This is an optimization exercise on Yosys and OpenROAD, whose aim is small area, not a production implementation. Only simulation tests tie the RTL to the original design; equivalence was not proved. No activity file was given, so power comes from the tool's default toggle rates.

==> flow/design.v <==
module twpc_scan #(
    parameter NUM_SCAN = 32,
    parameter IDX_W    = 5
) (
    input  wire                clk,
    input  wire                rst,         
    input  wire [NUM_SCAN-1:0] scan_in,       
    input  wire                rep_clear,   
    output wire [NUM_SCAN-1:0] sc_drv,      
    output reg                 rep_valid,
    output reg  [IDX_W-1:0]    rep_line,
    output reg  [7:0]          rep_id
);
    localparam [3:0] PH_PULSE = 4'd0, PH_REL = 4'd1, PH_PROBE = 4'd2, PH_CHECK = 4'd11;
    reg [IDX_W-1:0] sc_idx;
    reg [3:0]       sc_ph;
    reg [7:0]       sc_val;     
    reg [2:0]       rot;        
    reg             sweep;      
    reg [7:0]       cached;     
    reg [7:0]       ring [0:3][0:7];
    wire s = scan_in[sc_idx];
    wire is_check = (sc_ph == PH_CHECK);
    wire report   = is_check && s && (sc_val != cached);
    wire advance  = is_check || (sc_ph == PH_PROBE && !s);
    genvar g;
    generate
        for (g = 0; g < NUM_SCAN; g = g + 1) begin : g_drv
            assign sc_drv[g] = (sc_ph == PH_REL) && (sc_idx == g);
        end
    endgenerate
    wire       wr_hit = (rep_line[2:0] == rot);
    wire [7:0] head [0:3];
    genvar r, e;
    generate
        for (r = 0; r < 4; r = r + 1) begin : g_ring
            assign head[r] = (sweep || (wr_hit && rep_line[4:3] == r)) ? rep_id : ring[r][0];
            always @(posedge clk) begin
                ring[r][7] <= head[r];
            end
            for (e = 0; e < 7; e = e + 1) begin : g_ent
                always @(posedge clk)
                    ring[r][e] <= ring[r][e + 1];
            end
        end
    endgenerate
    always @(posedge clk) begin
        sc_val <= {s, sc_val[7:1]};
        if (sc_idx[2:0] == rot)
            cached <= head[sc_idx[4:3]];
    end
    always @(posedge clk) begin
        if (rst) begin
            sc_idx    <= {IDX_W{1'b0}};
            sc_ph     <= PH_PULSE;
            rot       <= 3'd0;
            sweep     <= 1'b1;
            rep_valid <= 1'b0;
            rep_line  <= {IDX_W{1'b0}};
            rep_id    <= 8'd0;
        end else begin
            rot <= rot + 3'd1;
            if (rot == 3'd7)
                sweep <= 1'b0;
            if (rep_clear)
                rep_valid <= 1'b0;
            if (report) begin
                rep_valid <= 1'b1;
                rep_line  <= sc_idx;
                rep_id    <= sc_val;
            end
            if (advance) begin
                sc_idx <= sc_idx + 1'b1;
                sc_ph  <= PH_PULSE;
            end else begin
                sc_ph <= sc_ph + 4'd1;
            end
        end
    end
endmodule
make LEC_CHECK=0 CAP_MARGIN=20 CORE_MARGIN=2 CORE_UTILIZATION=40 SLEW_MARGIN=20 finish   # period 5.0 ns
run.sh (not shown) runs the stock make flow with config.mk's settings and CLKGATE_MAP_FILE= SYNTH_SCRIPT=/design/flow/synth_recipe.tcl, a recipe that flattens the netlist after the stock synthesis.
Rerun with:
==> flow/design.v (replaced) <==
module twpc_scan #(
    parameter NUM_SCAN = 32,
    parameter IDX_W    = 5
) (
    input  wire                clk,
    input  wire                rst,         
    input  wire [NUM_SCAN-1:0] scan_in,       
    input  wire                rep_clear,   
    output wire [NUM_SCAN-1:0] sc_drv,      
    output reg                 rep_valid,
    output reg  [IDX_W-1:0]    rep_line,
    output reg  [7:0]          rep_id
);
    localparam [3:0] PH_PULSE = 4'd0, PH_REL = 4'd1, PH_PROBE = 4'd2, PH_CHECK = 4'd11;
    reg [IDX_W-1:0] sc_idx;
    reg [3:0]       sc_ph;
    reg             first;      
    reg [7:0]       sc_val;     
    reg [7:0]       ring [0:NUM_SCAN-1];
    wire       s      = scan_in[sc_idx];
    wire [7:0] cached = first ? 8'd0 : ring[0];
    wire is_check = (sc_ph == PH_CHECK);
    wire report   = is_check && s && (sc_val != cached);
    wire advance  = is_check || (sc_ph == PH_PROBE && !s);
    genvar g;
    generate
        for (g = 0; g < NUM_SCAN; g = g + 1) begin : g_drv
            assign sc_drv[g] = (sc_ph == PH_REL) && (sc_idx == g);
        end
    endgenerate
    always @(posedge clk)
        sc_val <= {s, sc_val[7:1]};
    integer j;
    always @(posedge clk)
        if (advance) begin
            for (j = 0; j < NUM_SCAN - 1; j = j + 1)
                ring[j] <= ring[j + 1];
            ring[NUM_SCAN - 1] <= report ? sc_val : cached;
        end
    always @(posedge clk) begin
        if (rst) begin
            sc_idx    <= {IDX_W{1'b0}};
            sc_ph     <= PH_PULSE;
            first     <= 1'b1;
            rep_valid <= 1'b0;
            rep_line  <= {IDX_W{1'b0}};
            rep_id    <= 8'd0;
        end else begin
            if (rep_clear)
                rep_valid <= 1'b0;
            if (report) begin
                rep_valid <= 1'b1;
                rep_line  <= sc_idx;
                rep_id    <= sc_val;
            end
            if (advance) begin
                sc_idx <= sc_idx + 1'b1;
                sc_ph  <= PH_PULSE;
                if (sc_idx == NUM_SCAN - 1)
                    first <= 1'b0;
            end else begin
                sc_ph <= sc_ph + 4'd1;
            end
        end
    end
endmodule
Total power is higher by 9.3%.
Final area went up by 19%.
Worst hold slack improved by 81 ps.
Wire length came out higher by 13%.
Critical path depth does not change.
Sequential power rose by 15%.
Final cell count rises by 2.8%.
Die area is higher by 22%.

==> afterwards: timing with drivers on the ports <==
Ports are ideal in the flow. The routed layouts listed here were re-timed in OpenROAD.
Step 1 assumes that a clkbuf_16 drives the clock port and a buf_2 every other input.
Step 2 times the ports against the registers' clock, not the clock port: input delays grow and output delays shrink by t, the midpoint of the rising clock arrivals with the driver on.
Three values: ideal ports, drivers, drivers and shift; two values: the first two.
| run | shift t [ns] | slack for setup (ns) | slew at the worst register clock pin (ns) |
|---|---|---|---|
| the first run | 0.556 | 1.195 / 1.153 / 1.589 | 0.06 / 0.06 |
| the second run | 0.556 | 1.113 / 1.079 / 1.141 | 0.06 / 0.06 |
After both steps setup and hold are still met in every run listed.
